This design comes from an exercise in tuning for small area, a short achievable clock period and few clock cycles per item on the open sky130 flow, not from production work.
No functional check of the RTL was part of any run shown here.
Power and IR drop assume default switching activity.

--- design/flow/config.mk ---
export PLATFORM = sky130hd
export DESIGN_NAME = crsf_parser
export DESIGN_NICKNAME = crsf_parser
export VERILOG_FILES = /design/flow/design.v
export SDC_FILE = /design/flow/constraint.sdc
export NUM_CORES = 4
export LEC_CHECK = 0
export CAP_MARGIN = 20
export CORE_MARGIN = 2
export CORE_UTILIZATION = 40
export SLEW_MARGIN = 20
--- design/flow/constraint.sdc ---
create_clock -name core_clock -period 5.0 [get_ports {clk}]
set_input_delay 1.0000 -clock core_clock [delete_from_list [all_inputs] [get_ports {clk}]]
set_output_delay 1.0000 -clock core_clock [all_outputs]
set_load 0.01 [all_outputs]
--- design/flow/design.v ---
module crsf_parser (
    input  wire       clk,
    input  wire       rst,         
    input  wire       in_valid,
    output wire       in_ready,
    input  wire [7:0] in_data,
    input  wire       in_last,     
    output wire       out_valid,
    input  wire       out_ready,
    output wire [7:0] out_data,
    output wire       out_last,    
    output wire       st_valid,
    output wire [7:0] st_aux,      
    output wire [5:0] st_level     
);
    localparam QD = 4;             
    function automatic [7:0] crc8_step(input [7:0] c, input [7:0] b);
        integer i;
        reg [7:0] v;
        begin
            v = c ^ b;
            for (i = 0; i < 8; i = i + 1)
                v = v[7] ? ((v << 1) ^ 8'hD5) : (v << 1);
            crc8_step = v;
        end
    endfunction
    function automatic is_sync(input [7:0] b);
        is_sync = (b == 8'hC8) || (b == 8'hEA) || (b == 8'hEC) || (b == 8'hEE);
    endfunction
    function automatic [7:0] sync_byte(input [1:0] code);
        sync_byte = {2'b11, code != 2'd0, 2'b01, code, 1'b0};
    endfunction
    reg  [7:0] mem [0:63];
    reg        rdy;
    reg  [5:0] wptr;         
    reg  [5:0] cptr;         
    reg  [5:0] rptr;         
    reg  [5:0] lvl;          
    reg  [1:0] scode;        
    reg  [5:0] flen;         
    reg  [7:0] crc;          
    reg        ext;          
    reg        cmp;          
    reg        c_open;
    reg        c_seen;
    reg        c_drop;
    reg  [5:0] c_nf;
    reg  [2:0] qn;
    reg  [7:0] q_aux [0:QD-1];
    reg  [5:0] q_lvl [0:QD-1];
    reg  [5:0] q_mrk [0:QD-1];
    reg        st_q;
    integer    qi;
    reg        ov;
    reg  [7:0] od;
    reg        ol;
    reg  [1:0] o_ph;         
    reg  [5:0] o_rem;        
    wire       take    = in_valid && rdy;
    wire       x_sync  = is_sync(in_data);
    wire       x_lenok = (in_data >= 8'd2) && (in_data <= 8'd62);
    wire       x_ok    = (in_data == crc) && !(ext && flen < 6'd4);
    wire       lvl0    = (lvl == 6'd0);
    wire       lvl1    = (lvl == 6'd1);
    reg  [5:0] wptr_n, cptr_n;
    reg  [5:0] lvl_n;
    reg        drop_n;       
    reg        good_n;       
    always @(*) begin
        wptr_n = wptr;
        cptr_n = cptr;
        lvl_n  = lvl;
        drop_n = 1'b0;
        good_n = 1'b0;
        if (lvl0) begin
            if (x_sync)
                lvl_n  = 6'd1;
            else
                drop_n = 1'b1;
        end else if (lvl1) begin
            if (x_lenok) begin
                wptr_n = wptr + 6'd1;
                lvl_n  = 6'd2;
            end else begin
                drop_n = 1'b1;
                if (!x_sync)
                    lvl_n = 6'd0;
            end
        end else begin
            wptr_n = wptr + 6'd1;
            lvl_n  = lvl + 6'd1;
            if (cmp) begin
                lvl_n = 6'd0;
                if (x_ok) begin
                    good_n = 1'b1;
                    cptr_n = wptr + 6'd1;
                end else begin
                    drop_n = 1'b1;
                    wptr_n = cptr;
                end
            end
        end
    end
    wire       seen_n  = c_open ? (c_seen | x_sync) : (!lvl0 | x_sync);
    wire       cdrop_n = c_drop | drop_n;
    wire [5:0] cnf_n   = (good_n && c_nf != 6'd63) ? c_nf + 6'd1 : c_nf;
    wire       push    = take && in_last;
    wire       q_has  = (qn > {2'd0, st_q});
    wire [5:0] q_hmrk = st_q ? q_mrk[1] : q_mrk[0];
    wire       q_blk  = q_has && (rptr == q_hmrk);
    wire       avail  = (rptr != cptr) && !q_blk;
    wire       have   = (o_ph == 2'd1) || avail;
    wire       load   = (!ov || out_ready) && have;
    wire       st_set = q_blk && (o_ph == 2'd0) && (!ov || out_ready);
    wire [7:0] rd     = mem[rptr];
    wire [5:0] occ    = wptr - rptr;
    assign in_ready  = rdy;
    assign out_valid = ov;
    assign out_data  = od;
    assign out_last  = ol;
    assign st_valid  = st_q;
    assign st_aux    = q_aux[0];
    assign st_level  = q_lvl[0];
    always @(posedge clk) begin
        if (take)
            mem[wptr] <= lvl1 ? {scode, in_data[5:0]} : in_data;
        if (load) begin
            case (o_ph)
            2'd0: begin
                od    <= sync_byte(rd[7:6]);
                ol    <= 1'b0;
                o_rem <= rd[5:0];
            end
            2'd1: begin
                od    <= {2'b00, o_rem};
                ol    <= 1'b0;
            end
            default: begin
                od    <= rd;
                ol    <= (o_rem == 6'd1);
                o_rem <= o_rem - 6'd1;
            end
            endcase
        end
        if (take) begin
            if (lvl1) begin
                flen <= in_data[5:0];
                crc  <= 8'h00;
            end else
                crc  <= crc8_step(crc, in_data);
            if (lvl == 6'd2)
                ext <= (in_data >= 8'h28);
            if (lvl0 || x_sync)
                scode <= in_data[2:1];
        end
        for (qi = 0; qi < QD; qi = qi + 1) begin
            if (st_q && qi < QD - 1) begin
                q_aux[qi] <= q_aux[qi+1];
                q_lvl[qi] <= q_lvl[qi+1];
                q_mrk[qi] <= q_mrk[qi+1];
            end
            if (push && qi == qn - {2'd0, st_q}) begin
                q_aux[qi] <= {~seen_n, cdrop_n, cnf_n};
                q_lvl[qi] <= lvl_n;
                q_mrk[qi] <= cptr_n;
            end
        end
        if (rst) begin
            rdy    <= 1'b0;
            wptr   <= 6'd0;
            cptr   <= 6'd0;
            rptr   <= 6'd0;
            lvl    <= 6'd0;
            cmp    <= 1'b0;
            c_open <= 1'b0;
            c_seen <= 1'b0;
            c_drop <= 1'b0;
            c_nf   <= 6'd0;
            qn     <= 3'd0;
            st_q   <= 1'b0;
            ov     <= 1'b0;
            o_ph   <= 2'd0;
        end else begin
            rdy <= ({1'b0, occ} + {6'd0, take} <= 7'd62) &&
                   (qn + {2'd0, push} - {2'd0, st_q} < QD);
            if (take) begin
                wptr <= wptr_n;
                cptr <= cptr_n;
                lvl  <= lvl_n;
                cmp  <= !lvl1 && (lvl == flen);
                if (in_last) begin
                    c_open <= 1'b0;
                    c_seen <= 1'b0;
                    c_drop <= 1'b0;
                    c_nf   <= 6'd0;
                end else begin
                    c_open <= 1'b1;
                    c_seen <= seen_n;
                    c_drop <= cdrop_n;
                    c_nf   <= cnf_n;
                end
            end
            qn   <= qn + {2'd0, push} - {2'd0, st_q};
            st_q <= st_set;
            if (load) begin
                ov <= 1'b1;
                if (o_ph != 2'd1)
                    rptr <= rptr + 6'd1;
                o_ph <= (o_ph == 2'd0) ? 2'd1 :
                        (o_ph == 2'd1) ? 2'd2 :
                        (o_rem == 6'd1) ? 2'd0 : 2'd2;
            end else if (out_ready)
                ov <= 1'b0;
        end
    end
endmodule
--- design/flow/run.sh ---
#!/bin/bash
# synth_recipe.tcl (not shown) runs the flow's synth.tcl, then flattens the netlist and writes it again
# the make line also repeats each setting of config.mk as NAME=value (left out here)
make -C /OpenROAD-flow-scripts/flow DESIGN_CONFIG=/design/flow/config.mk WORK_HOME=/design/flow/orfs CLKGATE_MAP_FILE= SYNTH_SCRIPT=/design/flow/synth_recipe.tcl finish
==> results.json, run 1 <==
{
  "status": "no timing/DRC/antenna violations",
  "period_minus_slack_ns": 3.580,
  "cp_slowest_cell": "dfxtp_4",
  "async_flop_share_pct": 0,
  "clock_path_buffers": 3,
  "instances_no_fill": 2658,
  "slew_headroom_pct": 29.22,
  "ys_dominant_reg_cell": "edfxtp_1",
  "synth_cells": 1613,
  "coreArea_um2": 68590,
  "tns_ns": 0,
  "hold_path.startpoint": "c_open",
  "nets": 1708,
  "io_pins": 39,
  "ctsResizeCount": 0,
  "worst-setup-path-type": "flip-flop to flip-flop",
  "hold_violations": 0,
  "setup_viol": 0,
  "ys_types": 68,
  "critPathBufInv": 2,
  "post_cts_buffers": 0,
  "ys_ff_latch": 672,
  "path_delay_family": "simple AND/OR/NAND/NOR gates",
  "worst_clock_skew_ns": 0.02919,
  "grt_usage_pct": 17.74,
  "drc": 0,
  "die_x_um": 267.4,
  "setup_ws_ns": 1.420,
  "drt-pass1-iter-count": 5,
  "path_clk_slew_ns": 0.06,
  "cts_tree": "yes",
  "antenna_found_initial": 3,
  "vdd_drop_max_mv": 0.2733,
  "end_kind": "flip-flop",
  "synth_area_leader_cell": "edfxtp_1",
  "global_route.overflow_total": 0,
  "synth_edf_count": 618,
  "min_path_type": "flip-flop to flip-flop",
  "via_count": 14365,
  "crit_chain": "buf_4, inv_2, or3_1, and4_1, nor3_1, nand3b_1, or3_1, a22o_1",
  "netlist.area_leader.share_pct": 66.89,
  "vias_per_cell": 5.404,
  "dp_cells": 2526,
  "htreeDepth": 3,
  "clockRootBuffer": "clkbuf_16",
  "slew_viol_final": 0,
  "arrival_ns": 3.95,
  "rows": 96,
  "cpPeakStageDelay_ns": 0.78,
  "start_util_pct": 40.45,
  "grt_max_degree": 70,
  "synth_area_um2": 27740,
  "ys_seq_area_share_pct": 70.79,
  "routed_wl_mm": 62.14,
  "place_congestion": 0.7958,
  "yosys_warnings": 4,
  "numCtsBuffers": 71,
  "cp-start-kind": "flip-flop",
  "final.period_utilization_pct": 71.60,
  "clock_latency_ns": 0.62,
  "dp_slack_ns": 1.148,
  "portBuffers": 38,
  "rsz0062_at_grt": "no",
  "cts.sinks": 672,
  "ctsHoldBuffers": 0,
  "power.density_nw_per_um2": 480.9,
  "critical_path.most_common_cell": "or3_1",
  "avgSynthCellArea_um2": 17.20,
  "post_drt_wl_per_cell_um": 23.38,
  "grt_pass1_wl_mm": 93.61,
  "crit_path_max_fanout": 34,
  "syn2layout_area_growth_pct": 13.10,
  "dieArea_um2": 71480,
  "drive_gt1_share_pct": 19.75,
  "fmax_mhz": 279.3,
  "required_ns": 5.37,
  "fp.dieH_um": 267.4,
  "tightest_slew_ns": 1.058,
  "syn-num-nets": 1653,
  "antenna_cells": 0,
  "total_power_uw": 15090,
  "antenna_left": 0,
  "maxCapViolCount": 0,
  "grt_pass1_vias": 14523,
  "synth.area.top_cells": "edfxtp_1, mux4_2, dfxtp_1",
  "place_hpwl_mm": 38.92,
  "drt-initial-drc-count": 1260,
  "leakagePower_uw": 0.009884
}
## synth_stat cells (all sizes together) (4+ instances only)
cell and count:
nor3 17, ha 25, xnor2 44, nand4 10
a22oi 15, a22o 10, buf 39, mux2i 27
xor2 22, nand2 95, clkbuf 45, o21ai 63
a21o 6, and3 5, nor2 122, a31oi 10
nand3b 8, nor4 6, and2 5, dfxtp 54
edfxtp 618, nor2b 8, a211oi 11, a21oi 46
nand3 26, mux2 29, or3 18, inv 42
or2 7, mux4 143, nand2b 8, and4 4
## flip-flops by register name, indices dropped and copies added, names as in the netlist, 8 cells and up, named ones only
register,flops
mem,512
q_aux,32
q_lvl,24
q_mrk,24
crc,8
od,8
## power breakdown
group	total (uW)	switching [uW]	internal (uW)
Sequential	6750	266	6480
Combinational	3120	1620	1500
Clock	5220	2210	3010
## area by class of cell
cell class	count	area, um^2
Sequential cell	672	19650
Clock inverter	45	430.4
Tap cell	931	1165
Inverter	42	157.7
Clock buffer	87	1878
Fill cell	5877	37210
Timing Repair Buffer	66	593.1
Multi-Input combinational cell	815	7505
## worst paths after layout
path | to | slack, ns | cells past startpoint
worst min-delay path | c_open | 0.50 | 1
worst min register to register | c_open | 0.50 | 1
worst max-delay path | od[5] | 1.42 | 8
worst max register to register | od[5] | 1.42 | 8
## through the flow
stage	hold WS (ns)	area (um^2)	utilization, %
final	0.4987	31380	45.75
after global routing	0.5306	31380	45.75
after CTS	0.5004	31380	45.75
after detailed placement	0.4776	29070	42.38
after global placement	0.4813	29040	42.34
after floorplan	0.4630	27740	-
## routing by layer
metal / global-route usage (%) / vias up / wire length [um]
met5: 0 / - / 12
met4: 6.286 / 2 / 2061
met3: 3.328 / 120 / 3030
met2: 28.43 / 383 / 30070
met1: 24.31 / 7433 / 26970
li1: - / 6427 / -
## logic make-up (layout without fill, tap and decap cells)
logic type | Yosys count | in the layout | synth area share [%]
XOR/XNOR | 66 | 66 | 2.138
adder cells (fa/ha/maj) | 27 | 27 | 1.272
multiplexers | 199 | 199 | 13.77
AND/OR/NAND/NOR | 348 | 348 | 5.922
buffers and inverters | 126 | 240 | 2.223
AO/OA/AOI/OAI | 175 | 175 | 3.883
flip-flops | 672 | 672 | 70.79
## cell usage in the layout (no fill, tap or decap), types with 7 or more instances in the layout
| cell | count |
|---|---|
| mux2_2 | 29 |
| clkbuf_16 | 72 |
| nor2b_1 | 8 |
| buf_2 | 7 |
| a31oi_1 | 10 |
| a211oi_1 | 10 |
| clkdlybuf4s50_1 | 31 |
| nand3_1 | 23 |
| a22oi_1 | 15 |
| a21oi_1 | 45 |
| nand3b_1 | 8 |
| nor2_1 | 122 |
| nor3_1 | 16 |
| clkinv_1 | 11 |
| nand2_1 | 92 |
| nand4_1 | 10 |
| xnor2_1 | 42 |
| ha_1 | 25 |
| o21ai_1 | 42 |
| xor2_1 | 22 |
| mux4_2 | 143 |
| a22o_1 | 10 |
| buf_4 | 25 |
| nand2b_1 | 7 |
| clkinv_2 | 18 |
| o21ai_0 | 21 |
| clkbuf_1 | 13 |
| dfxtp_1 | 50 |
| edfxtp_1 | 618 |
| mux2i_1 | 26 |
| or3_1 | 18 |
| inv_1 | 41 |
==> inputs of run 2 (changes only) <==
--- a/design/flow/config.mk
+++ b/design/flow/config.mk
@@ -6,6 +6,8 @@
 export NUM_CORES = 4
 export LEC_CHECK = 0
+export ABC_CLOCK_PERIOD_IN_PS = 2400
 export CAP_MARGIN = 20
 export CORE_MARGIN = 2
 export CORE_UTILIZATION = 40
+export SETUP_SLACK_MARGIN = 2.6
 export SLEW_MARGIN = 20
==> results.json, run 2 <==
{
  "numCtsBuffers": 70,
  "end_kind": "flip-flop",
  "dr_wl_met2_mm": 34.09,
  "arrival_ns": 3.22,
  "post_drt_wl_per_cell_um": 24.78,
  "cts.sinks": 672,
  "drt-pass1-iter-count": 5,
  "ys_dominant_reg_cell": "edfxtp_1",
  "die_x_um": 267.4,
  "cts_tree": "yes",
  "routed_wl_mm": 67.80,
  "worst-setup-path-type": "flip-flop to flip-flop",
  "drt-initial-drc-count": 1594,
  "ys_ff_latch": 672,
  "coreArea_um2": 68590,
  "avgSynthCellArea_um2": 17.20,
  "met1_length_mm": 28.60,
  "antenna_left": 0,
  "clock_path_buffers": 3,
  "postLayoutCoreUtil_pct": 48.70,
  "fillCellCount": 5647,
  "synth.area.top_cells": "edfxtp_1, mux4_2, dfxtp_1",
  "worst_clock_skew_ns": 0.03761,
  "leakagePower_uw": 0.01064,
  "timing.hold.ws_ns": 0.4869,
  "grt_pass1_vias": 15164,
  "place_hpwl_mm": 40.21,
  "status": "no timing/DRC/antenna violations",
  "top_layer": "met4",
  "crit_path_max_fanout": 8,
  "drive_gt1_share_pct": 32.02,
  "slew_viol_final": 0,
  "final.period_utilization_pct": 57.76,
  "synth_area_um2": 27740,
  "io_pins": 39,
  "vdd_drop_max_mv": 0.2317,
  "setup_viol": 0,
  "path_clk_slew_ns": 0.06,
  "syn-num-nets": 1653,
  "required_ns": 5.33,
  "power.density_nw_per_um2": 475.7,
  "place_congestion": 0.8019,
  "grt_usage_pct": 19.08,
  "synth_cells": 1613,
  "rsz0062_at_grt": "yes",
  "cp-start-kind": "flip-flop",
  "period_minus_slack_ns": 2.888,
  "grt_max_degree": 70,
  "yosys_warnings": 4,
  "final_cell_mix": "edfxtp_1, mux4_2, nand2_1",
  "syn2layout_area_growth_pct": 20.40,
  "via_count": 15053,
  "ys_seq_area_share_pct": 70.79,
  "yosysMostFrequentCell": "edfxtp_1",
  "ys_top_cells_by_count": "edfxtp_1, mux4_2, nor2_1",
  "instances_no_fill": 2736,
  "fmax_mhz": 346.3,
  "antenna_cells": 0,
  "min_path_type": "flip-flop to flip-flop",
  "layout.cells.most_common": "edfxtp_1",
  "met3_length_mm": 3.126,
  "fp.dieH_um": 267.4,
  "start_util_pct": 40.45,
  "final_area_um2": 33400,
  "synth_area_leader_cell": "edfxtp_1",
  "dp_cells": 2524,
  "drc": 0,
  "antenna_found_initial": 0,
  "placed_area_um2": 29250,
  "netlist.area_leader.share_pct": 66.89,
  "portBuffers": 38,
  "clock_latency_ns": 0.62,
  "top_regs": "mem x512, q_aux x32",
  "largest_register_ffs": 512,
  "global_route.overflow_total": 0,
  "synth_edf_count": 618,
  "grt_pass1_wl_mm": 100.1,
  "htreeDepth": 3,
  "tightest_slew_ns": 0.9554,
  "largest_register": "mem",
  "hold_violations": 0,
  "ys_types": 68,
  "nets": 1793,
  "slew_headroom_pct": 36.07,
  "rows": 96,
  "async_flop_share_pct": 0,
  "maxCapViolCount": 0,
  "dieArea_um2": 71480,
  "tns_ns": 0,
  "vias_per_cell": 5.502,
  "clockRootBuffer": "clkbuf_16"
}
run 2: layer usage:
| metal | up-vias | GRT usage, % |
|---|---|---|
| li1 | 6632 | - |
| met1 | 7869 | 25.75 |
| met2 | 448 | 31.75 |
| met3 | 104 | 2.565 |
| met4 | 0 | 6.848 |
| met5 | - | 0 |
run 2: area by class of cell:
type	count	area [um^2]	share of cell area, %
sequential	672	19670	58.89
multi-input combinational	816	8529	25.54
clock buffer	90	1931	5.780
timing repair buffer	150	1625	4.866
tap	931	1165	3.487
clock inverter	34	289.0	0.8653
inverter	42	183.9	0.5506
timing repair inverter	1	8.758	0.02622
run 2: through the flow:
stage	setup slack [ns]	power, uW
2_1_floorplan	2.156	9265
3_3_place_gp	1.201	10040
3_5_place_dp	1.134	10080
4_1_cts	2.112	15880
5_1_grt	2.069	16470
6_report	2.112	15890
run 2: path summary, 6_finish.rpt:
| path | start | end | slack, ns | cells past startpoint |
|---|---|---|---|---|
| hold / removal | c_open | c_open | 0.49 | 1 |
| hold reg to reg | c_open | c_open | 0.49 | 1 |
| setup reg to reg | flip-flop | o_rem[1] | 2.11 | 9 |
| setup / recovery | flip-flop | o_rem[1] | 2.11 | 9 |
run 2: logic make-up (layout without fill, tap and decap cells):
kind of cell	count (synthesis)	count (layout)	share of synthesized area [%]
flip-flops	672	672	70.79
AND/OR/NAND/NOR	348	349	5.922
multiplexers	199	199	13.77
AO/OA/AOI/OAI	175	175	3.883
buffers and inverters	126	317	2.223
XOR/XNOR	66	66	2.138
adder cells (fa/ha/maj)	27	27	1.272
run 2: power breakdown:
part	total [uW]	switching [uW]	internal [uW]
Combinational	4150	2060	2100
Sequential	6690	204	6480
Clock	5050	2110	2940
run 2: worst max-delay path, stage by stage (launching register included):
cell and delay (ns):
dfxtp_4 0.48, buf_12 0.20, buf_12 0.15, buf_12 0.11, buf_16 0.14, mux4_2 0.49, mux4_2 0.48, a22o_4 0.26
nor2_4 0.17, mux2i_1 0.12
run 2: repair_timing:
| action | in CTS | in global routing |
|---|---|---|
| buffers inserted | 62 | 18 |
| pin swaps | 39 | 27 |
| cloned | 7 | 1 |
| resized for setup | 268 | 44 |
| endpoints found under the setup margin | 886 | 229 |
| hold buffers | 0 | 0 |
==> inputs of run 3 (changes only) <==
--- a/design/flow/config.mk
+++ b/design/flow/config.mk
@@ -6,4 +6,5 @@
 export NUM_CORES = 4
 export LEC_CHECK = 0
+export ABC_AREA = 1
 export ABC_CLOCK_PERIOD_IN_PS = 2400
 export CAP_MARGIN = 20
==> results.json, run 3 <==
{
  "final_area_um2": 34570,
  "place_congestion": 0.8718,
  "drive_gt1_share_pct": 14.35,
  "coreArea_um2": 72710,
  "place_hpwl_mm": 45.79,
  "clock_path_buffers": 3,
  "power.density_nw_per_um2": 511.8,
  "arrival_ns": 2.68,
  "r2r_slack_ns": 2.58,
  "drc": 0,
  "path_clk_slew_ns": 0.06,
  "die_x_um": 274.5,
  "hold_violations": 0,
  "vias_per_cell": 5.475,
  "grt_pass1_vias": 20668,
  "clockPowerShare_pct": 30.3,
  "grt_max_degree": 66,
  "vdd_drop_max_mv": 0.2954,
  "reg2reg_to": "mem[55][7]",
  "cts.sinks": 672,
  "postLayoutCoreUtil_pct": 47.55,
  "path_delay_family": "simple AND/OR/NAND/NOR gates",
  "synthSimpleGateAreaFrac_pct": 20.85,
  "io_pins": 39,
  "drt-pass1-iter-count": 5,
  "crit_path_max_fanout": 10,
  "syn2layout_area_growth_pct": 18.14,
  "clockRootBuffer": "clkbuf_16",
  "cp-start-kind": "flip-flop",
  "post_drt_wl_per_cell_um": 21.64,
  "numCtsBuffers": 73,
  "antenna_found_initial": 0,
  "start_util_pct": 40.25,
  "cpPeakStageDelay_ns": 0.60,
  "ys_ff_latch": 672,
  "clock_latency_ns": 0.62,
  "ys_seq_area_share_pct": 67.11,
  "synth_top_family_by_area": "simple AND/OR/NAND/NOR gates",
  "antenna_left": 0,
  "internal_power_uw": 11540,
  "fillCellCount": 6490,
  "ys_types": 50,
  "slew_viol_final": 0,
  "instances_no_fill": 3851,
  "tns_ns": 0,
  "rows": 99,
  "worst_clock_skew_ns": 0.02333,
  "synth_area_um2": 29260,
  "portBuffers": 38,
  "setup_viol": 0,
  "swShare_pct": 34.80,
  "layout.cells.most_common": "nand2_1",
  "leakagePower_uw": 0.01266,
  "synth.area.top_cells": "edfxtp_1, nand2_1, nand3_1",
  "final_cell_mix": "nand2_1, edfxtp_1, nand3_1",
  "min_path_type": "flip-flop to flip-flop",
  "largest_register": "mem",
  "routed_wl_mm": 83.33,
  "placed_area_um2": 30790,
  "rsz0062_at_grt": "yes",
  "dp_cells": 3648,
  "synth-xor-area-share_pct": 1.048,
  "global_route.overflow_total": 0,
  "synth_compound_area_share_pct": 6.046,
  "required_ns": 5.26,
  "reg2reg_from": "wptr[2]",
  "fmax_mhz": 413.3,
  "grt_pass1_wl_mm": 124.2,
  "critPathBufInv": 0,
  "via_count": 21084,
  "synth_area_leader_cell": "edfxtp_1",
  "ys_dominant_reg_cell": "edfxtp_1",
  "end_kind": "flip-flop",
  "comb_power_share_pct": 30.7,
  "synth_fa_ha_area_share_pct": 1.206,
  "antenna_cells": 0,
  "status": "no timing/DRC/antenna violations",
  "period_minus_slack_ns": 2.419,
  "slew_headroom_pct": 38.43,
  "ys_top_cells_by_count": "nand2_1, edfxtp_1, nand3_1",
  "grt_usage_pct": 21.74,
  "nets": 2873,
  "hold_path_depth": 2,
  "avgSynthCellArea_um2": 10.62,
  "netSwitchingPower_uw": 6158,
  "fp.dieH_um": 274.5,
  "largest_register_ffs": 512,
  "hold_path.startpoint": "c_seen",
  "netlist.area_leader.share_pct": 63.42,
  "yosysMostFrequentCell": "nand2_1",
  "yosys_warnings": 4,
  "total_power_uw": 17690,
  "worst-setup-path-type": "flip-flop to flip-flop",
  "final.period_utilization_pct": 48.39,
  "htreeDepth": 3,
  "hold_end": "c_seen",
  "dieArea_um2": 75340,
  "pwr-share-seq_pct": 38.9,
  "tightest_slew_ns": 0.9236,
  "async_flop_share_pct": 0,
  "cp_slowest_cell": "dfxtp_1",
  "syn-num-nets": 2796,
  "synth_cells": 2756,
  "synth_mux_area_share_pct": 0,
  "r2r_cells": 4,
  "synth_edf_count": 618,
  "maxCapViolCount": 0,
  "top_regs": "mem x512, q_aux x32",
  "drt-initial-drc-count": 1956,
  "cts_tree": "yes",
  "crit_chain": "nand2_1, nor2_2, nand2_1, nor2_2"
}
## run 3: changes by cell type after synthesis, sizes merged, moves of 18 or more
cell / change
or3: -18
o22ai: +54
nand3: +274
nor2: +111
inv: +82
clkbuf: +22
mux2: -29
mux4: -143
o21ai: +128
nand2: +768
xnor2: -34
mux2i: -27
buf: +30
## run 3: final cells by class
type                    count  area [um^2]  area share (%)
clock buffers              95         1992           5.762
multi-input cells        1824         9136           26.43
flip-flops and latches    672        19670           56.89
well taps                 959         1200           3.471
inverters                 127        638.1           1.846
repair inverters           10        87.58          0.2533
clock inverters            39        384.1           1.111
repair buffers            125         1466           4.242
## run 3: power groups by stage
stage,Sequential [uW],Clock [uW],Combinational (uW)
floorplan,6920,0,3220
global placement,7030,0,4470
detailed placement,7030,0,4530
CTS,6880,5430,5050
global route,6920,5660,5960
finish,6890,5370,5440
## run 3: metal layers
metal	track usage [%]	up-vias	share of wire [%]
met5	0	-	0
met4	7.737	0	3.6
met3	3.678	164	7.5
met2	36.16	882	47
met1	28.70	10296	41
li1	-	9742	-
## run 3: kinds of logic (layout without fill, tap and decap cells)
kind of cell / Yosys count / after routing
AO/OA/AOI/OAI: 327 / 327
XOR/XNOR: 32 / 32
adder cells (fa/ha/maj): 27 / 27
buffers and inverters: 263 / 396
flip-flops: 672 / 672
AND/OR/NAND/NOR: 1435 / 1438
## run 3: timing repair
| action | in CTS | in global routing |
|---|---|---|
| gates cloned | 13 | 14 |
| gates resized for setup | 150 | 69 |
| setup endpoints to repair | 785 | 276 |
| buffers inserted | 21 | 21 |
| pin swaps | 10 | 16 |
| hold buffers | 0 | 0 |
## run 3: worst register-to-register path, cell delays in order (launching register included)
cell and delay [ns]:
dfxtp_1 0.60, nand2_1 0.15, nor2_2 0.19, nand2_1 0.54
nor2_2 0.58
## run 3: worst max-delay path by stage
stage | start | endpoint | slack, ns | cells past startpoint
floorplan | in_valid | mem[34][0] | 2.37 | 4
global placement | in_valid | mem[43][6] | 1.14 | 5
detailed placement | in_valid | mem[59][3] | 1.09 | 5
CTS | flip-flop | od[5] | 2.60 | 10
global route | flip-flop | o_rem[1] | 2.49 | 12
finish | wptr[2] | mem[55][7] | 2.58 | 4
## run 3: per-stage QoR
| stage | hold slack (ns) | worst slack [ns] |
|---|---|---|
| 2_1_floorplan | 0.4454 | 2.373 |
| 3_3_place_gp | 0.4560 | 1.135 |
| 3_5_place_dp | 0.4586 | 1.087 |
| 4_1_cts | 0.4675 | 2.601 |
| 5_1_grt | 0.5129 | 2.486 |
| 6_report | 0.4688 | 2.581 |
==> inputs of run 4 (changes only) <==
--- a/design/flow/config.mk
+++ b/design/flow/config.mk
@@ -6,9 +6,10 @@
 export NUM_CORES = 4
 export LEC_CHECK = 0
-export ABC_AREA = 1
 export ABC_CLOCK_PERIOD_IN_PS = 2400
 export CAP_MARGIN = 20
 export CORE_MARGIN = 2
 export CORE_UTILIZATION = 40
+export CTS_BUF_LIST = sky130_fd_sc_hd__clkbuf_4 sky130_fd_sc_hd__clkbuf_8
+export CTS_CLUSTER_SIZE = 30
 export SETUP_SLACK_MARGIN = 2.6
 export SLEW_MARGIN = 20
==> results.json, run 4 <==
{
  "status": "no timing/DRC/antenna violations",
  "netSwitchingPower_uw": 4442,
  "path_clk_slew_ns": 0.06,
  "slew_viol_final": 0,
  "min_path_type": "flip-flop to flip-flop",
  "coreArea_um2": 68590,
  "vias_per_cell": 5.392,
  "hold_end": "c_seen",
  "synth_cells": 1613,
  "fp.dieH_um": 267.4,
  "hold_violations": 0,
  "start_util_pct": 40.45,
  "yosysMostFrequentCell": "edfxtp_1",
  "netlist.area_leader.share_pct": 66.89,
  "final.period_utilization_pct": 55.91,
  "place_hpwl_mm": 40.21,
  "syn-num-nets": 1653,
  "end_kind": "flip-flop",
  "clockPowerShare_pct": 30.5,
  "synth.area.top_cells": "edfxtp_1, mux4_2, dfxtp_1",
  "r2r_slack_ns": 2.20,
  "dieArea_um2": 71480,
  "setup_ws_ns": 2.204,
  "global_route.overflow_total": 0,
  "period_minus_slack_ns": 2.796,
  "place_congestion": 0.8019,
  "tns_ns": 0,
  "largest_register": "mem",
  "layout.cells.most_common": "edfxtp_1",
  "synthSimpleGateAreaFrac_pct": 5.922,
  "io_pins": 39,
  "ys_top_cells_by_count": "edfxtp_1, mux4_2, nor2_1",
  "grt_pass1_wl_mm": 99.90,
  "worst-setup-path-type": "flip-flop to flip-flop",
  "final_area_um2": 33590,
  "grt_max_degree": 70,
  "reg2reg_to": "od[5]",
  "dp_cells": 2524,
  "routed_wl_mm": 67.82,
  "clockRootBuffer": "clkbuf_8",
  "fillCellCount": 5636,
  "portBuffers": 38,
  "synth-xor-area-share_pct": 2.138,
  "synth_area_um2": 27740,
  "die_x_um": 267.4,
  "final_cell_mix": "edfxtp_1, mux4_2, clkbuf_8",
  "clock_latency_ns": 0.73,
  "cp-start-kind": "flip-flop",
  "ys_dominant_reg_cell": "edfxtp_1",
  "rsz0062_at_grt": "yes",
  "tightest_slew_ns": 0.9051,
  "hold_path.startpoint": "c_seen",
  "drt-initial-drc-count": 1454,
  "post_drt_wl_per_cell_um": 23.98,
  "instances_no_fill": 2828,
  "drt-pass1-iter-count": 7,
  "setup_viol": 0,
  "htreeDepth": 3,
  "hold_path_depth": 2,
  "power.density_nw_per_um2": 471.6,
  "cts_tree": "yes",
  "vdd_drop_max_mv": 0.2187,
  "drc": 0,
  "numCtsBuffers": 107,
  "grt_pass1_vias": 15448,
  "antenna_found_initial": 1,
  "synth_area_leader_cell": "edfxtp_1",
  "required_ns": 5.48,
  "rows": 96,
  "avgSynthCellArea_um2": 17.20,
  "synth_fa_ha_area_share_pct": 1.272,
  "pwr-share-seq_pct": 42.1,
  "ys_types": 68,
  "cts.sinks": 672,
  "syn2layout_area_growth_pct": 21.09,
  "synth_top_family_by_area": "multiplexers",
  "via_count": 15248,
  "swShare_pct": 28.03,
  "drive_gt1_share_pct": 36.08,
  "postLayoutCoreUtil_pct": 48.98,
  "comb_power_share_pct": 27.4,
  "synth_edf_count": 618,
  "ys_seq_area_share_pct": 70.79,
  "antenna_left": 0,
  "ys_ff_latch": 672,
  "grt_usage_pct": 19.03,
  "worst_clock_skew_ns": 0.04795,
  "fmax_mhz": 357.7,
  "ctsHoldBuffers": 0,
  "maxCapViolCount": 0,
  "internal_power_uw": 11400,
  "synth_compound_area_share_pct": 3.883,
  "largest_register_ffs": 512,
  "clock_path_buffers": 3,
  "arrival_ns": 3.27,
  "slew_headroom_pct": 39.44,
  "nets": 1847,
  "placed_area_um2": 29250,
  "async_flop_share_pct": 0,
  "dp_slack_ns": 1.134,
  "top_regs": "mem x512, q_aux x32",
  "r2r_cells": 9,
  "synth_mux_area_share_pct": 13.77,
  "leakagePower_uw": 0.01079,
  "crit_path_max_fanout": 6,
  "yosys_warnings": 4
}
run 4: cell count changes in the layout (fill, tap and decap cells not counted), moves of 43 or more:
cell and delta:
nand2_1 -729, nand3_1 -268, mux4_2 +143, o21ai_0 -136, clkbuf_8 +109, nor2_1 -109, clkbuf_16 -80, o22ai_1 -54
inv_1 -52, clkbuf_4 +43
run 4: worst max-delay path by stage:
stage | startpoint | end
after floorplan | in_data[7] | q_aux[2][5]
after global placement | in_valid | mem[53][0]
after detailed placement | in_valid | mem[5][5]
after CTS | flip-flop | od[5]
after global routing | flip-flop | od[5]
final | flip-flop | od[5]
run 4: layer usage:
layer / GRT usage [%] / vias up / part of all wire, %
met1: 25.36 / 7921 / 42
met4: 6.423 / 0 / 3.1
met2: 31.63 / 481 / 50
met5: 0 / - / 0
met3: 3.356 / 116 / 5.2
li1: - / 6730 / -
run 4: cells by family after synthesis:
family	Yosys count
adder cells (fa/ha/maj)	27
buffers and inverters	126
multiplexers	199
AO/OA/AOI/OAI	175
flip-flops	672
AND/OR/NAND/NOR	348
XOR/XNOR	66
run 4: layout make-up:
type                            count  area [um^2]  area share [%]
Sequential cell                   672        19670           58.56
Multi-Input combinational cell    817         8610           25.63
Clock buffer                      158         1893           5.635
Timing Repair Buffer              165         1727           5.140
Tap cell                          931         1165           3.468
Clock inverter                     40        334.1          0.9944
Inverter                           42        173.9          0.5177
Timing Repair inverter              2        17.52         0.05214
Antenna cell                        1        2.502        0.007449
run 4: timing repair:
action,CTS,global route
pin swaps,24,41
cloned,7,1
hold endpoints to repair,0,0
buffers inserted,62,35
resized for setup,293,76
endpoints found under the setup margin,877,315
run 4: power groups by stage:
stage	Combinational [uW]	Sequential, uW	Clock (uW)
global placement	3150	6890	0
detailed placement	3180	6900	0
finish	4340	6670	4840
floorplan	2540	6720	0
global route	4620	6690	5160
CTS	4080	6660	4940
run 4: critical path, cell delays in order, from the launching register on:
cell and delay (ns):
dfxtp_4 0.38, buf_12 0.16, buf_16 0.13, mux4_2 0.54, o32ai_4 0.13, nor3_2 0.07
nor3_2 0.32, nand3b_1 0.22, or3_1 0.38, a22o_1 0.21
run 4: per-stage QoR:
stage               power, uW  hold slack, ns
finish                  15840          0.5133
global route            16460          0.5331
CTS                     15670          0.5137
detailed placement      10080          0.4797
global placement        10040          0.4715
floorplan                9265          0.4629
==> inputs of run 5 (changes only) <==
--- a/design/flow/design.v
+++ b/design/flow/design.v
@@ -52,10 +52,16 @@
     reg        st_q;
     integer    qi;
-    reg        ov;
-    reg  [7:0] od;
-    reg        ol;
-    reg  [1:0] o_ph;         
-    reg  [5:0] o_rem;        
-    wire       take    = in_valid && rdy;
+    localparam K_SYNC = 2'd0, K_LEN = 2'd1, K_BODY = 2'd2;
+    reg  [1:0] i_ph;         
+    reg  [5:0] i_rem;        
+    reg  [7:0] g [0:3];      
+    reg  [1:0] gsel;
+    reg        gv;           
+    reg  [1:0] gk;           
+    reg        gl;           
+    reg        ov, sv;
+    reg  [7:0] od, sd;
+    reg        ol, sl;
+    wire       in_take = in_valid && rdy;
     wire       x_sync  = is_sync(in_data);
     wire       x_lenok = (in_data >= 8'd2) && (in_data <= 8'd62);
@@ -105,14 +111,21 @@
     wire       cdrop_n = c_drop | drop_n;
     wire [5:0] cnf_n   = (good_n && c_nf != 6'd63) ? c_nf + 6'd1 : c_nf;
-    wire       push    = take && in_last;
+    wire       push    = in_take && in_last;
     wire       q_has  = (qn > {2'd0, st_q});
     wire [5:0] q_hmrk = st_q ? q_mrk[1] : q_mrk[0];
-    wire       q_blk  = q_has && (rptr == q_hmrk);
-    wire       avail  = (rptr != cptr) && !q_blk;
-    wire       have   = (o_ph == 2'd1) || avail;
-    wire       load   = (!ov || out_ready) && have;
-    wire       st_set = q_blk && (o_ph == 2'd0) && (!ov || out_ready);
-    wire [7:0] rd     = mem[rptr];
+    wire       q_at   = q_has && (rptr == q_hmrk) && (i_ph == 2'd0);
+    wire       q_has2 = (qn > {2'd0, st_q} + 3'd1);
+    wire [5:0] q_hmrk2 = st_q ? q_mrk[2] : q_mrk[1];
+    wire       q_at2  = q_has2 && (rptr == q_hmrk2);
+    wire       take   = ov && out_ready;
+    wire       st_set = q_at && !gv && !sv && (!ov || out_ready);
+    wire       q_blk  = q_at && !(st_set && !q_at2);
+    wire       avail  = (i_ph != 2'd0) || ((rptr != cptr) && !q_blk);
+    wire       issue  = avail && ({1'b0, ov} + {1'b0, sv} + {1'b0, gv} - {1'b0, take} <= 2'd1);
+    wire [7:0] rd     = g[gsel];
+    wire [7:0] land   = (gk == K_SYNC) ? sync_byte(rd[7:6]) :
+                        (gk == K_LEN)  ? {2'b00, rd[5:0]} : rd;
     wire [5:0] occ    = wptr - rptr;
+    integer    gj;
     assign in_ready  = rdy;
     assign out_valid = ov;
@@ -123,25 +136,27 @@
     assign st_level  = q_lvl[0];
     always @(posedge clk) begin
-        if (take)
+        if (in_take)
             mem[wptr] <= lvl1 ? {scode, in_data[5:0]} : in_data;
-        if (load) begin
-            case (o_ph)
-            2'd0: begin
-                od    <= sync_byte(rd[7:6]);
-                ol    <= 1'b0;
-                o_rem <= rd[5:0];
-            end
-            2'd1: begin
-                od    <= {2'b00, o_rem};
-                ol    <= 1'b0;
-            end
-            default: begin
-                od    <= rd;
-                ol    <= (o_rem == 6'd1);
-                o_rem <= o_rem - 6'd1;
-            end
-            endcase
-        end
-        if (take) begin
+        for (gj = 0; gj < 4; gj = gj + 1)
+            g[gj] <= mem[{gj[1:0], rptr[3:0]}];
+        gsel <= rptr[5:4];
+        gk   <= i_ph;
+        gl   <= (i_ph == K_BODY) && (i_rem == 6'd1);
+        if (issue && i_ph == K_LEN)
+            i_rem <= rd[5:0];
+        else if (issue && i_ph == K_BODY)
+            i_rem <= i_rem - 6'd1;
+        if (take && sv) begin
+            od <= sd;
+            ol <= sl;
+        end else if (!ov || take) begin
+            od <= land;
+            ol <= gl;
+        end
+        if (gv && ov && !(take && !sv)) begin
+            sd <= land;
+            sl <= gl;
+        end
+        if (in_take) begin
             if (lvl1) begin
                 flen <= in_data[5:0];
@@ -180,9 +195,11 @@
             st_q   <= 1'b0;
             ov     <= 1'b0;
-            o_ph   <= 2'd0;
+            sv     <= 1'b0;
+            gv     <= 1'b0;
+            i_ph   <= 2'd0;
         end else begin
-            rdy <= ({1'b0, occ} + {6'd0, take} <= 7'd62) &&
+            rdy <= ({1'b0, occ} + {6'd0, in_take} <= 7'd62) &&
                    (qn + {2'd0, push} - {2'd0, st_q} < QD);
-            if (take) begin
+            if (in_take) begin
                 wptr <= wptr_n;
                 cptr <= cptr_n;
@@ -203,13 +220,18 @@
             qn   <= qn + {2'd0, push} - {2'd0, st_q};
             st_q <= st_set;
-            if (load) begin
-                ov <= 1'b1;
-                if (o_ph != 2'd1)
+            gv <= issue;
+            if (issue) begin
+                if (i_ph != K_SYNC)
                     rptr <= rptr + 6'd1;
-                o_ph <= (o_ph == 2'd0) ? 2'd1 :
-                        (o_ph == 2'd1) ? 2'd2 :
-                        (o_rem == 6'd1) ? 2'd0 : 2'd2;
-            end else if (out_ready)
-                ov <= 1'b0;
+                i_ph <= (i_ph == K_SYNC) ? K_LEN :
+                        (i_ph == K_LEN)  ? K_BODY :
+                        (i_rem == 6'd1)  ? K_SYNC : K_BODY;
+            end
+            if (take && sv)
+                sv <= gv;
+            else if (!ov || take)
+                ov <= gv;
+            else if (gv)
+                sv <= 1'b1;
         end
     end
==> results.json, run 5 <==
{
  "status": "no timing/DRC/antenna violations",
  "min_path_type": "flip-flop to flip-flop",
  "syn2layout_area_growth_pct": 17.00,
  "grt_usage_pct": 17.69,
  "grt_pass1_wl_mm": 98.06,
  "yosysMostFrequentCell": "edfxtp_1",
  "antenna_found_initial": 5,
  "drt-initial-drc-count": 1107,
  "synth_area_leader_cell": "edfxtp_1",
  "ctsHoldBuffers": 0,
  "period_minus_slack_ns": 2.409,
  "fmax_mhz": 415.1,
  "cts_tree": "yes",
  "crit_path_max_fanout": 9,
  "drive_gt1_share_pct": 32.96,
  "via_count": 15064,
  "antenna_left": 0,
  "ys_ff_latch": 714,
  "vias_per_cell": 5.334,
  "io_pins": 39,
  "htreeDepth": 3,
  "comb_power_share_pct": 21.0,
  "final.period_utilization_pct": 48.18,
  "ys_top_cells_by_count": "edfxtp_1, mux4_2, nor2_1",
  "portBuffers": 38,
  "ys_dominant_reg_cell": "edfxtp_1",
  "largest_register": "mem",
  "tightest_slew_ns": 0.9263,
  "cpPeakStageDelay_ns": 0.40,
  "fp.dieH_um": 273.0,
  "slew_headroom_pct": 38.25,
  "critPathLaunch": "st_q",
  "cts.sinks": 714,
  "synth_fa_ha_area_share_pct": 1.392,
  "async_flop_share_pct": 0,
  "cp-start-kind": "flip-flop",
  "required_ns": 5.45,
  "total_power_uw": 15380,
  "place_hpwl_mm": 39.63,
  "synth_mux_area_share_pct": 15.65,
  "final_cell_mix": "edfxtp_1, mux4_2, clkbuf_8",
  "avgSynthCellArea_um2": 17.86,
  "clock_path_buffers": 3,
  "largest_register_ffs": 512,
  "r2r_cells": 8,
  "critPathBufInv": 2,
  "cp_slowest_cell": "or3_4",
  "clock_latency_ns": 0.73,
  "arrival_ns": 2.86,
  "r2r_slack_ns": 2.59,
  "synth-xor-area-share_pct": 2.330,
  "clockRootBuffer": "clkbuf_8",
  "netlist.area_leader.share_pct": 64.42,
  "crit_chain": "buf_4, ha_1, ha_2, ha_4, o211ai_1, or3_4, buf_6, mux2_2",
  "slew_viol_final": 0,
  "hold_violations": 0,
  "yosys_warnings": 5,
  "reg2reg_from": "st_q",
  "rsz0062_at_grt": "yes",
  "tns_ns": 0,
  "leakagePower_uw": 0.01098,
  "rows": 98,
  "synth_cells": 1621,
  "nets": 1825,
  "drt-pass1-iter-count": 5,
  "post_drt_wl_per_cell_um": 23.20,
  "synth_edf_count": 621,
  "place_congestion": 0.7868,
  "pwr-share-seq_pct": 47.9,
  "grt_max_degree": 69,
  "reg2reg_to": "q_aux[0][6]",
  "synth.area.top_cells": "edfxtp_1, mux4_2, dfxtp_1",
  "grt_pass1_vias": 15478,
  "path_clk_slew_ns": 0.06,
  "dieArea_um2": 74540,
  "layout.cells.most_common": "edfxtp_1",
  "drc": 0,
  "start_util_pct": 40.43,
  "syn-num-nets": 1665,
  "internal_power_uw": 11130,
  "die_x_um": 273.0,
  "numCtsBuffers": 110,
  "path_delay_family": "adder cells",
  "synth_area_um2": 28950,
  "clockPowerShare_pct": 31.1,
  "synth_top_family_by_area": "multiplexers",
  "global_route.overflow_total": 0,
  "synth_compound_area_share_pct": 2.593,
  "vdd_drop_max_mv": 0.2244,
  "setup_viol": 0,
  "worst_clock_skew_ns": 0.06115,
  "ys_seq_area_share_pct": 70.85,
  "worst-setup-path-type": "flip-flop to flip-flop",
  "power.density_nw_per_um2": 454.0,
  "coreArea_um2": 71610,
  "synthSimpleGateAreaFrac_pct": 5.429,
  "end_kind": "flip-flop",
  "ys_types": 69,
  "top_regs": "mem x512, g x32, q_aux x32",
  "critPathCapture": "q_aux[0][6]",
  "swShare_pct": 27.61,
  "routed_wl_mm": 65.51,
  "maxCapViolCount": 0,
  "netSwitchingPower_uw": 4246,
  "crit_cells": 8
}
-- run 5: cell types whose count changed in the layout (fill, tap and decap cells not counted), moves of 9 or more --
cell | before | now
or3_1 | 16 | 6
mux4_2 | 143 | 168
o21ai_0 | 16 | 25
mux2i_1 | 16 | 29
dfxtp_1 | 42 | 79
nand2_1 | 85 | 76
nor2_1 | 59 | 80
buf_12 | 15 | 5
o21ai_1 | 43 | 21
nor2_4 | 48 | 16
buf_6 | 18 | 3
-- run 5: power by group through the flow --
| stage | clock, uW | combinational (uW) | sequential (uW) |
|---|---|---|---|
| 2_1_floorplan | 0 | 2240 | 7390 |
| 3_3_place_gp | 0 | 3000 | 7530 |
| 3_5_place_dp | 0 | 3050 | 7540 |
| 4_1_cts | 4920 | 3230 | 7360 |
| 5_1_grt | 5170 | 3540 | 7400 |
| 6_report | 4780 | 3240 | 7360 |
-- run 5: repair_timing --
action                     4_1_cts  5_1_grt
resized for setup              138       29
setup buffers                   23       14
pin swaps                        5        8
cloned                           1        1
setup endpoints to repair      673      174
-- run 5: cells by family (layout without fill, tap and decap cells) --
kind of cell,Yosys count,count (layout)
flops,714,714
simple gates,324,325
mux,237,237
buf+inv,123,373
compound gates,121,121
xor+xnor,71,71
fa+ha+maj,31,31
other cells,0,2
-- run 5: cell type report --
type / instances / area, um^2
Clock buffer: 167 / 1992
Fill cell: 6009 / 37740
Sequential cell: 714 / 20540
Inverter: 43 / 183.9
Antenna cell: 2 / 5.005
Timing Repair Buffer: 127 / 1134
Multi-Input combinational cell: 785 / 8630
Clock inverter: 36 / 196.4
Tap cell: 950 / 1189
-- run 5: worst reg2reg max path, stage by stage, from the launching register on --
cell      delay, ns
dfxtp_4        0.35
buf_4          0.14
ha_1           0.21
ha_2           0.19
ha_4           0.27
o211ai_1       0.16
or3_4          0.40
buf_6          0.17
mux2_2         0.27
-- run 5: layer usage --
| metal | vias to the layer above | share of wire (%) | wire length [um] | track usage (%) |
|---|---|---|---|---|
| li1 | 6717 | - | - | - |
| met1 | 7783 | 42 | 27740 | 23.36 |
| met2 | 435 | 49 | 32320 | 29.27 |
| met3 | 125 | 5.9 | 3850 | 3.699 |
| met4 | 4 | 2.4 | 1576 | 5.896 |
| met5 | - | 0.038 | 25 | 0 |
-- run 5: through the flow --
stage / cells / worst slack [ns] / hold WS [ns] / area, um^2 / utilization (%)
4_1_cts: 2807 / 2.138 / 0.4448 / 33680 / 47.04
2_1_floorplan: 1621 / 2.249 / 0.3290 / 29480 / -
3_3_place_gp: 2580 / 1.257 / 0.4255 / 30980 / 43.26
6_report: 2824 / 2.591 / 0.4443 / 33870 / 47.30
3_5_place_dp: 2580 / 1.170 / 0.4269 / 30980 / 43.26
5_1_grt: 2824 / 2.515 / 0.4743 / 33870 / 47.30
-- run 5: worst min-delay path by stage --
stage | end | from | cells past startpoint | slack [ns]
floorplan | gk[0] | i_ph[0] | 0 | 0.33
global placement | sl | gl | 0 | 0.43
detailed placement | sl | gl | 0 | 0.43
CTS | sl | gl | 0 | 0.44
global route | gk[1] | i_ph[1] | 0 | 0.47
finish | sl | gl | 0 | 0.44
==> inputs of run 6 (changes only) <==
--- a/design/flow/config.mk
+++ b/design/flow/config.mk
@@ -6,4 +6,5 @@
 export NUM_CORES = 4
 export LEC_CHECK = 0
+export ABC_AREA = 1
 export ABC_CLOCK_PERIOD_IN_PS = 2400
 export CAP_MARGIN = 20
==> results.json, run 6 <==
{
  "status": "no timing/DRC/antenna violations",
  "cp_slowest_cell": "clkdlybuf4s50_1",
  "antenna_found_initial": 4,
  "coreArea_um2": 74070,
  "final_area_um2": 34430,
  "syn2layout_area_growth_pct": 15.70,
  "portBuffers": 38,
  "worst_clock_skew_ns": 0.03990,
  "post_drt_wl_per_cell_um": 20.80,
  "synth_cells": 2596,
  "cts_tree": "yes",
  "arrival_ns": 3.19,
  "timing.hold.ws_ns": 0.3928,
  "postLayoutCoreUtil_pct": 46.48,
  "synth_area_um2": 29760,
  "period_minus_slack_ns": 2.536,
  "fmax_mhz": 394.3,
  "io_pins": 39,
  "htreeDepth": 3,
  "vdd_drop_max_mv": 0.4592,
  "ys_types": 56,
  "die_x_um": 276.7,
  "drt-pass1-iter-count": 5,
  "placed_area_um2": 31360,
  "slew_viol_final": 0,
  "ys_seq_area_share_pct": 68.93,
  "final.period_utilization_pct": 50.72,
  "ys_ff_latch": 714,
  "worst-setup-path-type": "input port to flip-flop",
  "leakagePower_uw": 0.01195,
  "grt_usage_pct": 19.94,
  "r2r_cells": 4,
  "yosysMostFrequentCell": "edfxtp_1",
  "grt_pass1_vias": 20022,
  "avgSynthCellArea_um2": 11.46,
  "drt-initial-drc-count": 1802,
  "grt_max_degree": 129,
  "syn-num-nets": 2640,
  "async_flop_share_pct": 0,
  "antenna_left": 0,
  "numCtsBuffers": 112,
  "largest_register_ffs": 512,
  "cts.sinks": 714,
  "cpPeakStageDelay_ns": 0.64,
  "clockRootBuffer": "clkbuf_8",
  "cp-start-kind": "input port",
  "synth.area.top_cells": "edfxtp_1, dfxtp_1, o21ai_0",
  "power.density_nw_per_um2": 520.7,
  "vias_per_cell": 5.454,
  "nets": 2711,
  "hold_violations": 0,
  "path_clk_slew_ns": 0.06,
  "required_ns": 5.65,
  "crit_path_max_fanout": 6,
  "slew_headroom_pct": 33.06,
  "top_regs": "mem x512, g x32, q_aux x32",
  "clock_latency_ns": 0.74,
  "drive_gt1_share_pct": 16.32,
  "ctsHoldBuffers": 0,
  "min_path_type": "flip-flop to flip-flop",
  "drc": 0,
  "final_cell_mix": "edfxtp_1, nand2_1, nor2_1",
  "ys_dominant_reg_cell": "edfxtp_1",
  "setup_viol": 0,
  "maxCapViolCount": 0,
  "global_route.overflow_total": 0,
  "clock_path_buffers": 3,
  "dieArea_um2": 76590,
  "crit_chain": "clkdlybuf4s50_1, nand2_8, ha_4, inv_1, ha_2, inv_2, fa_2, xnor2_2, nand2_1, a211oi_2, nand2_1, inv_1",
  "synth_edf_count": 621,
  "largest_register": "mem",
  "end_kind": "flip-flop",
  "tns_ns": 0,
  "via_count": 20333,
  "yosys_warnings": 5,
  "place_hpwl_mm": 46.06,
  "synth_area_leader_cell": "edfxtp_1",
  "tightest_slew_ns": 1.002,
  "layout.cells.most_common": "edfxtp_1",
  "ys_top_cells_by_count": "edfxtp_1, nor2_1, nand2_1",
  "start_util_pct": 40.17,
  "netlist.area_leader.share_pct": 62.67,
  "rows": 100,
  "total_power_uw": 17930,
  "rsz0062_at_grt": "yes",
  "routed_wl_mm": 77.55,
  "fp.dieH_um": 276.7,
  "place_congestion": 0.8610,
  "hold_path_depth": 0,
  "grt_pass1_wl_mm": 117.9
}
-- run 6: changes by cell type after synthesis, sizes merged, moves of 22 or more --
cell,previous run,this run
o22ai,2,74
xnor2,50,13
mux2,33,6
clkbuf,53,103
o221ai,0,55
a31oi,6,28
nor2,118,403
mux4,168,0
inv,40,124
mux2i,36,1
o21ai,47,345
nand2,85,423
nand3,20,100
-- run 6: where the power goes --
part           internal [uW]  leakage [uW]  switching, uW
combinational           1620       0.00428           3700
sequential              7080       0.00639            365
clock                   2870       0.00128           2290
-- run 6: cell families (layout without fill, tap and decap cells) --
logic type / after synthesis / in the layout / synth area share (%)
other: 0 / 1 / 0
xor gates and xnor gates: 34 / 34 / 1.127
and+or+nand+nor: 973 / 975 / 13.77
adders and majority gates: 31 / 31 / 1.354
muxes: 7 / 7 / 0.2607
AOI/OAI and AO/OA: 577 / 577 / 11.12
buffers and inverters: 260 / 420 / 3.444
DFF: 714 / 714 / 68.93
-- run 6: worst paths after layout --
kind / startpoint / end / slack [ns]
hold reg to reg: i_ph[0] / gk[0] / 0.39
setup reg to reg: wptr[1] / mem[27][1] / 2.52
hold / removal: i_ph[0] / gk[0] / 0.39
setup / recovery: in_last / rdy / 2.46
-- run 6: critical path, delay by kind of cell --
kind / cells / cell delay, ns
AO/OA/AOI/OAI: 1 / 0.17
XOR/XNOR: 1 / 0.16
adder cells (fa/ha/maj): 3 / 0.78
buffers and inverters: 4 / 0.78
AND/OR/NAND/NOR: 3 / 0.29
-- run 6: per-layer routing --
metal  part of all wire (%)  GRT usage (%)  vias to the layer above  wire length [um]
met5                      0              0                        -                 0
met4                    2.5          7.302                        0              1925
li1                       -              -                     9472                 -
met1                     42          26.21                     9994             32250
met2                     49          33.30                      751             38000
met3                    6.9          3.383                      116              5377
-- run 6: through the flow --
stage	std cells	setup slack [ns]
finish	3728	2.464
global placement	3498	1.197
detailed placement	3498	1.141
CTS	3724	2.233
global route	3728	2.340
floorplan	2596	2.381
-- run 6: timing repair --
item                       4_1_cts  5_1_grt
gates cloned                     2        1
gates resized for setup        137       46
setup endpoints to repair      800      389
buffers inserted                19        2
pin swaps                        5        4
-- run 6: cell type report --
type,instances,area [um^2]
diodes,1,2.502
clock buffers,169,2076
clock inverters,36,319.1
fillers,6645,39640
inverters,126,578.1
multi-input cells,1624,8859
flip-flops and latches,714,20540
well taps,969,1212
repair buffers,88,837.1
repair inverters,1,8.758
==> inputs of run 7 (changes only) <==
--- a/design/flow/design.v
+++ b/design/flow/design.v
@@ -109,7 +109,9 @@
     end
     wire       seen_n  = c_open ? (c_seen | x_sync) : (!lvl0 | x_sync);
-    wire       cdrop_n = c_drop | drop_n;
-    wire [5:0] cnf_n   = (good_n && c_nf != 6'd63) ? c_nf + 6'd1 : c_nf;
+    wire       cdrop_n = (c_open && c_drop) | drop_n;
+    wire [5:0] cnf_b   = c_open ? c_nf : 6'd0;
+    wire [5:0] cnf_n   = (good_n && cnf_b != 6'd63) ? cnf_b + 6'd1 : cnf_b;
     wire       push    = in_take && in_last;
+    reg        push_d;       
     wire       q_has  = (qn > {2'd0, st_q});
     wire [5:0] q_hmrk = st_q ? q_mrk[1] : q_mrk[0];
@@ -127,4 +129,5 @@
                         (gk == K_LEN)  ? {2'b00, rd[5:0]} : rd;
     wire [5:0] occ    = wptr - rptr;
+    wire [2:0] q_cnt  = qn + {2'd0, push_d} - {2'd0, st_q};
     integer    gj;
     assign in_ready  = rdy;
@@ -175,8 +178,8 @@
                 q_mrk[qi] <= q_mrk[qi+1];
             end
-            if (push && qi == qn - {2'd0, st_q}) begin
-                q_aux[qi] <= {~seen_n, cdrop_n, cnf_n};
-                q_lvl[qi] <= lvl_n;
-                q_mrk[qi] <= cptr_n;
+            if (push_d && qi == qn - {2'd0, st_q}) begin
+                q_aux[qi] <= {~c_seen, c_drop, c_nf};
+                q_lvl[qi] <= lvl;
+                q_mrk[qi] <= cptr;
             end
         end
@@ -189,7 +192,5 @@
             cmp    <= 1'b0;
             c_open <= 1'b0;
-            c_seen <= 1'b0;
-            c_drop <= 1'b0;
-            c_nf   <= 6'd0;
+            push_d <= 1'b0;
             qn     <= 3'd0;
             st_q   <= 1'b0;
@@ -199,6 +200,7 @@
             i_ph   <= 2'd0;
         end else begin
-            rdy <= ({1'b0, occ} + {6'd0, in_take} <= 7'd62) &&
-                   (qn + {2'd0, push} - {2'd0, st_q} < QD);
+            push_d <= push;
+            rdy <= (in_take ? (occ <= 6'd61) : (occ <= 6'd62)) &&
+                   (push ? (q_cnt < QD - 1) : (q_cnt < QD));
             if (in_take) begin
                 wptr <= wptr_n;
@@ -206,17 +208,10 @@
                 lvl  <= lvl_n;
                 cmp  <= !lvl1 && (lvl == flen);
-                if (in_last) begin
-                    c_open <= 1'b0;
-                    c_seen <= 1'b0;
-                    c_drop <= 1'b0;
-                    c_nf   <= 6'd0;
-                end else begin
-                    c_open <= 1'b1;
-                    c_seen <= seen_n;
-                    c_drop <= cdrop_n;
-                    c_nf   <= cnf_n;
-                end
-            end
-            qn   <= qn + {2'd0, push} - {2'd0, st_q};
+                c_open <= !in_last;
+                c_seen <= seen_n;
+                c_drop <= cdrop_n;
+                c_nf   <= cnf_n;
+            end
+            qn   <= qn + {2'd0, push_d} - {2'd0, st_q};
             st_q <= st_set;
             gv <= issue;
--- a/design/flow/config.mk
+++ b/design/flow/config.mk
@@ -6,5 +6,4 @@
 export NUM_CORES = 4
 export LEC_CHECK = 0
-export ABC_AREA = 1
 export ABC_CLOCK_PERIOD_IN_PS = 2400
 export CAP_MARGIN = 20
==> results.json, run 7 <==
{
  "min_path_type": "flip-flop to flip-flop",
  "grt_max_degree": 133,
  "final.period_utilization_pct": 47.67,
  "critPathBufInv": 2,
  "ys_top_cells_by_count": "edfxtp_1, mux4_2, nor2_1",
  "ctsHoldBuffers": 0,
  "ys_dominant_reg_cell": "edfxtp_1",
  "largest_register": "mem",
  "tightest_slew_ns": 0.8450,
  "netlist.area_leader.share_pct": 65.84,
  "rows": 98,
  "cp-start-kind": "input port",
  "hold_violations": 0,
  "grt_usage_pct": 17.44,
  "avgSynthCellArea_um2": 18.62,
  "fmax_mhz": 419.5,
  "synth_cells": 1541,
  "io_pins": 39,
  "ys_seq_area_share_pct": 71.85,
  "routed_wl_mm": 64.61,
  "crit_chain": "clkdlybuf4s50_1, nand2_8, clkinv_8, nand3_2, nor2_2",
  "period_minus_slack_ns": 2.384,
  "coreArea_um2": 71240,
  "status": "no timing/DRC/antenna violations",
  "place_congestion": 0.8318,
  "drc": 0,
  "drt-initial-drc-count": 1157,
  "top_regs": "mem x512, g x32, q_aux x32",
  "leakagePower_uw": 0.01061,
  "grt_pass1_wl_mm": 95.99,
  "ys_ff_latch": 715,
  "post_drt_wl_per_cell_um": 23.80,
  "dp_cells": 2469,
  "nets": 1713,
  "reg2reg_to": "q_aux[2][3]",
  "slew_viol_final": 0,
  "synth_area_um2": 28690,
  "cpPeakStageDelay_ns": 0.57,
  "die_x_um": 271.8,
  "portBuffers": 38,
  "power.density_nw_per_um2": 454.2,
  "worst-setup-path-type": "input port to flip-flop",
  "slew_headroom_pct": 43.67,
  "final_cell_mix": "edfxtp_1, mux4_2, clkbuf_8",
  "fp.dieH_um": 271.8,
  "yosysMostFrequentCell": "edfxtp_1",
  "r2r_slack_ns": 2.63,
  "tns_ns": 0,
  "critPathCapture": "mem[2][7]",
  "antenna_found_initial": 3,
  "path_delay_family": "simple AND/OR/NAND/NOR gates",
  "path_clk_slew_ns": 0.06,
  "vdd_drop_max_mv": 0.2745,
  "arrival_ns": 2.72,
  "dieArea_um2": 73870,
  "synth_edf_count": 629,
  "synth.area.top_cells": "edfxtp_1, mux4_2, dfxtp_1",
  "rsz0062_at_grt": "yes",
  "htreeDepth": 3,
  "reg2reg_from": "qn[0]",
  "cp_slowest_cell": "clkdlybuf4s50_1",
  "place_hpwl_mm": 39.09,
  "clock_latency_ns": 0.71,
  "cts.sinks": 715,
  "critPathLaunch": "in_valid",
  "drive_gt1_share_pct": 34.30,
  "numCtsBuffers": 110,
  "end_kind": "flip-flop",
  "via_count": 14578,
  "crit_path_max_fanout": 23,
  "antenna_left": 0,
  "drt-pass1-iter-count": 5,
  "layout.cells.most_common": "edfxtp_1",
  "start_util_pct": 40.27,
  "setup_viol": 0,
  "yosys_warnings": 5,
  "crit_cells": 5,
  "worst_clock_skew_ns": 0.03429,
  "total_power_uw": 15250,
  "vias_per_cell": 5.369,
  "r2r_cells": 10,
  "cts_tree": "yes",
  "global_route.overflow_total": 0,
  "ys_types": 74,
  "async_flop_share_pct": 0,
  "grt_pass1_vias": 15177,
  "hold_path_depth": 0,
  "instances_no_fill": 2715,
  "required_ns": 5.34,
  "largest_register_ffs": 512,
  "clockRootBuffer": "clkbuf_8",
  "synth_area_leader_cell": "edfxtp_1",
  "syn2layout_area_growth_pct": 17.02,
  "clock_path_buffers": 3,
  "maxCapViolCount": 0,
  "syn-num-nets": 1581
}
## run 7: timing repair
action | in CTS | in global routing
pin swaps | 3 | 5
gates resized for setup | 133 | 85
setup buffers | 21 | 16
gates cloned | 2 | 3
setup endpoints to repair | 849 | 506
## run 7: metrics by stage
step                utilization, %  hold WS (ns)  setup slack (ns)  instance area (um^2)
floorplan                        -        0.3290             2.357                 28880
global placement             42.41        0.4188             1.441                 30210
detailed placement           42.41        0.4140             1.370                 30210
CTS                          46.44        0.4037             2.298                 33080
global route                 47.12        0.4167             2.519                 33570
finish                       47.12        0.4079             2.616                 33570
## run 7: where the power goes
part	total, uW	internal (uW)	leakage (uW)	switching [uW]
combinational	3040	1550	0.00300	1490
sequential	7060	6860	0.00637	196
clock	5150	2870	0.00124	2270
total	15200	11300	0.0106	3960
## run 7: routing by layer
layer  up-vias  GRT usage (%)  share of wire [%]
li1       6430              -                  -
met1      7541          23.00                 42
met2       462          27.42                 47
met3       143          3.768                6.4
met4         2          8.835                4.4
met5         -              0              0.017
## run 7: area by class of cell
type	instances	area (um^2)
sequential	715	20630
multi-input combinational	724	8299
timing repair buffer	93	962.2
inverter	29	125.1
fill	5886	37670
clock buffer	154	1944
antenna	1	2.502
clock inverter	49	414.1
tap	950	1189
## run 7: cells by family after synthesis
family | after synthesis | share of synthesized area [%]
flops | 715 | 71.85
simple gates | 289 | 4.920
mux | 235 | 15.75
buf+inv | 104 | 1.561
compound gates | 103 | 2.325
xor+xnor | 68 | 2.368
fa+ha+maj | 27 | 1.230
## run 7: how the worst min path moves through the flow
| stage | from | to | slack (ns) |
|---|---|---|---|
| floorplan | rptr[5] | gsel[1] | 0.33 |
| global placement | gl | sl | 0.42 |
| detailed placement | rptr[4] | gsel[0] | 0.41 |
| CTS | rptr[4] | gsel[0] | 0.40 |
| global route | rptr[4] | gsel[0] | 0.42 |
| finish | rptr[4] | gsel[0] | 0.41 |

==> re-timing with driven ports <==
How much do the figures lean on ideal ports? The routed layouts below were timed once more, with nothing changed but the port constraints.
Step 1: set_driving_cell puts a clkbuf_16 on clk and a buf_2 on each other input, an assumption about the parent block.
Step 2 moves the port delays by t, midway between the first and last clock arrival at a register: inputs arrive t later, outputs are due t later. That takes back most of the time a late clock gives input paths.
Slacks: ideal / step 1 / step 2; pairs: ideal / step 1.
run | t, ns | setup slack, ns | worst setup path at the end | slew at the worst register clock pin (ns) | worst data-port slew with drivers (ns)
run 1 | 0.669 | 1.420 / 1.420 / 1.146 | input to register | 0.06 / 0.06 | 0.11
run 2 | 0.669 | 2.112 / 2.112 / 1.934 | input to register | 0.06 / 0.06 | 0.07
run 3 | 0.673 | 2.581 / 2.581 / 2.069 | input to register | 0.06 / 0.06 | 0.04
run 4 | 0.757 | 2.204 / 2.204 / 1.768 | input to register | 0.07 / 0.07 | 0.05
run 5 | 0.760 | 2.591 / 2.591 / 1.889 | input to register | 0.07 / 0.07 | 0.20
run 6 | 0.779 | 2.464 / 2.491 / 1.712 | input to register | 0.07 / 0.07 | 0.10
run 7 | 0.750 | 2.616 / 2.621 / 1.892 | input to register | 0.07 / 0.07 | 0.14
After both steps setup and hold are still met in every run listed. For run 6, which loses most, drivers alone change the setup slack by +0.027 ns; drivers and shift together by -0.752 ns.
